What follows belongs to an exercise in optimizing a design on an open flow for small area, a short achievable clock period and few clock cycles per item; a production flow would make more cautious choices.
The RTL was checked by simulation tests, not by an equivalence proof against the original design.

== north ==
// mr_tester
module mr_tester (
    input  wire        clk,
    input  wire        rst,
    input  wire        start,
    input  wire [63:0] n_in,
    output reg         ready,
    output reg         done,
    output reg         prime,
    output reg         bad,
    output reg  [63:0] pw
);
Settings: LEC_CHECK=0, CAP_MARGIN=20, CORE_MARGIN=2, CORE_UTILIZATION=50, SETUP_SLACK_MARGIN=5, SLEW_MARGIN=20, TNS_END_PERCENT=5; clock period 10.0 ns.
run.sh (not shown) runs the stock make flow with config.mk's settings and CLKGATE_MAP_FILE= SYNTH_SCRIPT=/design/flow/synth_recipe.tcl, a recipe that flattens the netlist after the stock synthesis.
north reached the final stage; the timing, DRC and antenna checks on its layout passed.
Testbench counts of north, summed over its fixed seeds: cycles 147,108, tests 192.
Here is what was changed in the inputs of south compared with north.
- SETUP_SLACK_MARGIN: 5 -> unset
- TNS_END_PERCENT: 5 -> unset
==> flow/flow/run.sh (new file) <==
#!/bin/bash
# The standard ORFS layout (the standard.sh) with three knobs changed:
#  - synthesis runs Yosys's synth without its internal "abc -fast" (SYNTH_ARGS=-noabc);
#    the final ABC mapping still runs. This keeps the carry-save adder tree as
#    full-adder cells without an inverter between each pair of them. The
#    registers, their names and their cells are those of the standard synthesis.
set -euo pipefail
bash standard.sh SYNTH_ARGS=-noabc SETUP_SLACK_MARGIN=6.5 TNS_END_PERCENT=5 finish > make_finish.log 2>&1
==> flow/standard.sh (new file) <==
#!/bin/bash
# synth_recipe.tcl (not shown) runs the flow's synth.tcl, then flattens the netlist and writes it again
# the make line also repeats each setting of config.mk as NAME=value (left out here)
make -C /OpenROAD-flow-scripts/flow DESIGN_CONFIG=/design/flow/config.mk WORK_HOME=/design/flow/orfs CLKGATE_MAP_FILE= SYNTH_SCRIPT=/design/flow/synth_recipe.tcl "${@:-finish}"
removed: flow/run.sh
Notes after the runs:
The final layout from south, which completed every stage, passed the timing, DRC and antenna checks at the end of the flow.
Delta (south minus north): synthesized cell count decreased 11%, via count decreased 3.4%.
north → south: post-layout worst setup margin climbed 0.35 ns.
A destination of the critical timing path of s[55] is what north shows, while bad belongs to south.
Routed wire in south totals more than in north.
south vs north, synthesis-to-layout area growth went up by 6.4 points.
The following lists how east was set up differently from south:
- changing CORE_UTILIZATION from 50 to 65
- setting TNS_END_PERCENT to 5 for the first time
- setting SETUP_SLACK_MARGIN to 5 for the first time
==> flow/run.sh (new file) <==
#!/bin/bash
# synth_recipe.tcl (not shown) runs the flow's synth.tcl, then flattens the netlist and writes it again
# the make line also repeats each setting of config.mk as NAME=value (left out here)
make -C /OpenROAD-flow-scripts/flow DESIGN_CONFIG=/design/flow/config.mk WORK_HOME=/design/flow/orfs CLKGATE_MAP_FILE= SYNTH_SCRIPT=/design/flow/synth_recipe.tcl finish
removed: flow/flow/run.sh
removed: flow/standard.sh
### Flow results
east: flow completed, timing, DRC and antenna clean
In the reports for south and east, the smaller half-perimeter wire length after detailed placement belongs to east.
Summary — adder and majority cell fraction of the synthesized area, east relative to south: lower, by 1.8 points.
In the tables for south and east, fraction of the mapped netlist area in simple logic gates reads lower with east.
In east, average wire per standard cell is lower than in south.
Cmp south and east / pin count of the biggest net entering global routing / lower: east
Per the comparison of east with south, sequential fraction of the synthesis area now sits lower, top achievable clock speed dropped about 7%, instance area after placement rose 1800 sq um.

== v57 ==
Another version of the RTL of mr_tester (not shown whole).
Size in the first run: roughly 5100 cells after synthesis, about 470 flip-flops, roughly 140 I/O pins, ~48000 um^2 of cells after synthesis.
make LEC_CHECK=0 CAP_MARGIN=20 CORE_MARGIN=2 CORE_UTILIZATION=60 SETUP_SLACK_MARGIN=5 SLEW_MARGIN=20 TNS_END_PERCENT=5 finish   # period 10.0 ns
Stock flow here: none of the scripts above is used.
v57 finished every stage and its layout cleared the timing, DRC and antenna checks.
Testbench counts of v57, summed over its fixed seeds: cycles 147,300, tests 192.
Here is what was changed in the inputs of v48 compared with v57.
# v57
export LEC_CHECK = 0
export CAP_MARGIN = 20
export CORE_MARGIN = 2
export CORE_UTILIZATION = 60
export SETUP_SLACK_MARGIN = 5
export SLEW_MARGIN = 20
export TNS_END_PERCENT = 5
create_clock -name core_clock -period 10.0 [get_ports {clk}]
# v48
export LEC_CHECK = 0
export CAP_MARGIN = 20
export CORE_MARGIN = 2
export CORE_UTILIZATION = 55
export PLACE_DENSITY_LB_ADDON = 0.1
export SETUP_SLACK_MARGIN = 5
export SLEW_MARGIN = 20
export TNS_END_PERCENT = 5
create_clock -name core_clock -period 10.0 [get_ports {clk}]
## What came out
As of v48, HPWL after detailed placement had fallen slightly compared to v57. v48 against v57: critical-path maximum fanout increased by 15 relative to the old numbers; data-path buffer share of cell area in the final layout ~0 delta; non-clock buffer count now smaller. Detailed-route wire length on metal 1, v48 and v57: lower on v48. The critical path launch point comes out n[2]$_DFFE_PN_ in one run and n[1]$_DFFE_PN_ in the other, namely in v57 and v48 respectively.
The following lists how v16 was set up differently from v48:
# v48
export LEC_CHECK = 0
export CAP_MARGIN = 20
export CORE_MARGIN = 2
export CORE_UTILIZATION = 55
export PLACE_DENSITY_LB_ADDON = 0.1
export SETUP_SLACK_MARGIN = 5
export SLEW_MARGIN = 20
export TNS_END_PERCENT = 5
create_clock -name core_clock -period 10.0 [get_ports {clk}]
# v16
export LEC_CHECK = 0
export CAP_MARGIN = 20
export CORE_MARGIN = 2
export CORE_UTILIZATION = 60
export SETUP_SLACK_MARGIN = 5
export SLEW_MARGIN = 20
create_clock -name core_clock -period 10.0 [get_ports {clk}]
--- outcome ---
v16: flow completed, timing, DRC and antenna clean. On fraction of final layout cells with drive strength greater than 1, v16 and v48 are basically level. When the final numbers for v16 and v48 were put side by side, the placeable core region turned out to be smaller in v16. Changes observed in v16 relative to v48: detail-routed via count per cell went up by 0.14, post-cts resize count went down by 14. Logic depth of the worst path, buffers included ends up higher on v48. Comparing v16 and v48, the higher overall routing resource usage is on v16. On storage element area, v16 and v48 are neck and neck.

## P
mr_tester, a different RTL version from the one above (not shown whole).
Size in the first run: about 5,000 cells after synthesis, ~140 I/O pins.
Settings: LEC_CHECK=0, ABC_CLOCK_PERIOD_IN_PS=3000, CAP_MARGIN=20, CORE_MARGIN=2, CORE_UTILIZATION=50, SETUP_SLACK_MARGIN=5, SLEW_MARGIN=20; clock period 10.0 ns.
Testbench counts of P, summed over its fixed seeds: cycles 146,916, tests 192.
The inputs of R differ from those of P as listed below.
Settings: SETUP_SLACK_MARGIN: 5 -> unset; ABC_CLOCK_PERIOD_IN_PS: 3000 -> unset; CORE_UTILIZATION: 50 -> 40.
Results
Maximum number of pins on one net before global-route repair, R vs P: up slightly. Summary — iteration-0 DRC count of the detailed router, R relative to P: lower, by about 20%. [R] number of antenna violations at the first check in global routing fell 4 relative to P. R against P; height of the chip is up by more than 10%. Across both runs, clock network area share was higher for R than for P. First element of the critical path = b[0]: P; first element of the critical path = dm: R.

run 1:
Another version of the RTL of mr_tester (not shown whole).
Size: about 4900 cells after synthesis, about 460 flip-flops, ~140 I/O pins.
Settings: LEC_CHECK=0, CAP_MARGIN=20, CORE_MARGIN=2, CORE_UTILIZATION=60, SLEW_MARGIN=20; clock period 10.0 ns.
Per the final summary, run 1 finished and its layout is clean on timing, DRC and antenna.
Testbench counts of run 1, summed over its fixed seeds: cycles 147,300, tests 192.
Here is what was changed in the inputs of run 2 compared with run 1.
diff --git a/flow/config.mk b/flow/config.mk
--- a/flow/config.mk
+++ b/flow/config.mk
@@ -9,3 +9,5 @@
 export CORE_MARGIN = 2
-export CORE_UTILIZATION = 60
+export CORE_UTILIZATION = 70
+export SETUP_SLACK_MARGIN = 5
 export SLEW_MARGIN = 20
+export TNS_END_PERCENT = 5
[summary]
Run 2 against run 1: count of buffers not belonging to the clock network in the layout up about 22%. Run 2 against run 1: combined area of all synthesized cells now sits at about the same level; overall fraction of global-route tracks in use now sits higher. Run 2: PASS, flow complete, no timing, DRC or antenna violations. Run 2 vs run 1 — instance area after placement dropped 0.37%. Run 1 has a higher weighted congestion at the end of routability-driven global placement than run 2. Top routing layer in use = met4: run 1; top routing layer in use = met5: run 2.
Here is what was changed in the inputs of run 3 compared with run 2.
diff --git a/flow/config.mk b/flow/config.mk
--- a/flow/config.mk
+++ b/flow/config.mk
@@ -9,3 +9,3 @@
 export CORE_MARGIN = 2
-export CORE_UTILIZATION = 70
+export CORE_UTILIZATION = 60
 export SETUP_SLACK_MARGIN = 5
Lower share of the core filled with cells in the final layout goes to run 3 over run 2. Run 3 vs run 2, number of buffers inserted to repair setup after CTS went up by 5. Sum of met3 wire segment lengths after detailed routing ends up lower on run 3. The number of inserted filler cells in the final layout of run 3 exceeds that of run 2 by 1608.

Another version of the RTL of mr_tester (not shown whole).
For scale: ~5,100 cells after synthesis, roughly 470 flip-flops, roughly 140 I/O pins, ~47,000 um^2 of cells after synthesis.
Design mr_tester, start of the top module:
module mr_tester (
    input  wire        clk,
    input  wire        rst,
    input  wire        start,
    input  wire [63:0] n_in,
    output reg         ready,
    output reg         done,
    output reg         prime,
    output reg         bad,
    output reg  [63:0] pw
);
Settings: LEC_CHECK=0, CAP_MARGIN=20, CORE_MARGIN=2, CORE_UTILIZATION=60, SETUP_SLACK_MARGIN=5, SLEW_MARGIN=20; clock period 10.0 ns.
The first run completed with no timing, DRC or antenna violations.
Testbench counts at the start, summed over its fixed seeds: cycles 147,300, tests 192.
==> next run, changes <==
--- a/flow/config.mk
+++ b/flow/config.mk
@@ -12 +12,2 @@
 export SLEW_MARGIN = 20
+export TNS_END_PERCENT = 5
Result: Maximum frequency goes down by 1.7%. Area after synthesis does not change. Setup slack is worse by 0.087 ns. Wire length goes up by 0.78%. Register-to-register slack is worse by 0.09 ns. Utilization goes down by 0.37 points.

the previous run:
mr_tester, a different RTL version from the one above (not shown whole).
Size: ~4900 cells after synthesis, roughly 460 flip-flops, roughly 140 I/O pins, roughly 47000 um^2 of cells after synthesis.
clock: 10.0 ns
lec_check: 0
cap_margin: 20
core_margin: 2
core_utilization: 50
slew_margin: 20
standard.sh (not shown) runs the stock make flow with config.mk's settings and CLKGATE_MAP_FILE= SYNTH_SCRIPT=/design/flow/synth_recipe.tcl, a recipe that flattens the netlist after the stock synthesis.
==> flow/flow/run.sh <==
#!/bin/bash
set -euo pipefail
bash standard.sh SETUP_SLACK_MARGIN=6.5 TNS_END_PERCENT=5 finish > make_finish.log 2>&1
Testbench counts of the previous run, summed over its fixed seeds: cycles 147,300, tests 192.
--- input diff the previous run..the current run ---
- setting SETUP_SLACK_MARGIN to 5 for the first time
- setting TNS_END_PERCENT to 5 for the first time
- changing CORE_UTILIZATION from 50 to 60
==> flow/run.sh (new file) <==
#!/bin/bash
# synth_recipe.tcl (not shown) runs the flow's synth.tcl, then flattens the netlist and writes it again
# the make line also repeats each setting of config.mk as NAME=value (left out here)
make -C /OpenROAD-flow-scripts/flow DESIGN_CONFIG=/design/flow/config.mk WORK_HOME=/design/flow/orfs CLKGATE_MAP_FILE= SYNTH_SCRIPT=/design/flow/synth_recipe.tcl finish
removed: flow/flow/run.sh
removed: flow/standard.sh
--- outcome ---
Each of the runs, namely the current run and the previous run, reached the end of the flow and came out clean.
On the current run: global routing usage on met1 is 10 points higher than what the previous run gave.
Number of placement rows sits lower in the current run than in the previous run.

## static timing again, ports no longer ideal
Ports are ideal in the flow. The routed layouts listed here were re-timed in OpenROAD. Step 1, drivers: a clkbuf_16 drives clk and a buf_2 each remaining input, both assumed. Step 2, shift: input delay + t, output delay - t, t = (earliest + latest rising clock arrival at the registers) / 2. This alone moves slack from input paths to output paths. a / b / c = no drivers / after step 1 / after step 2; a / b = the first two.
run	shift t [ns]	slack for setup (ns)	worst register clock-pin slew, ns
north	0.711	4.224 / 4.224 / 4.224	0.07 / 0.07
south	0.722	4.575 / 4.575 / 4.575	0.08 / 0.08
east	0.705	4.174 / 4.174 / 4.174	0.07 / 0.07
v57	0.728	4.996 / 4.996 / 4.996	0.07 / 0.07
v48	0.714	4.950 / 4.950 / 4.950	0.07 / 0.07
v16	0.718	4.994 / 4.994 / 4.994	0.07 / 0.07
P	0.753	3.638 / 3.638 / 3.638	0.08 / 0.08
R	0.759	2.999 / 2.999 / 2.999	0.08 / 0.08
run 1	0.714	3.473 / 3.473 / 3.473	0.07 / 0.07
run 2	0.704	4.329 / 4.329 / 4.329	0.07 / 0.07
run 3	0.708	4.570 / 4.570 / 4.570	0.07 / 0.07
the first run of note 5	0.713	4.899 / 4.899 / 4.899	0.07 / 0.07
the second run of note 5	0.716	4.812 / 4.812 / 4.812	0.07 / 0.07
the previous run	0.758	4.576 / 4.576 / 4.576	0.07 / 0.07
the current run	0.722	4.605 / 4.605 / 4.605	0.08 / 0.08
After both steps setup and hold are still met in every run listed.
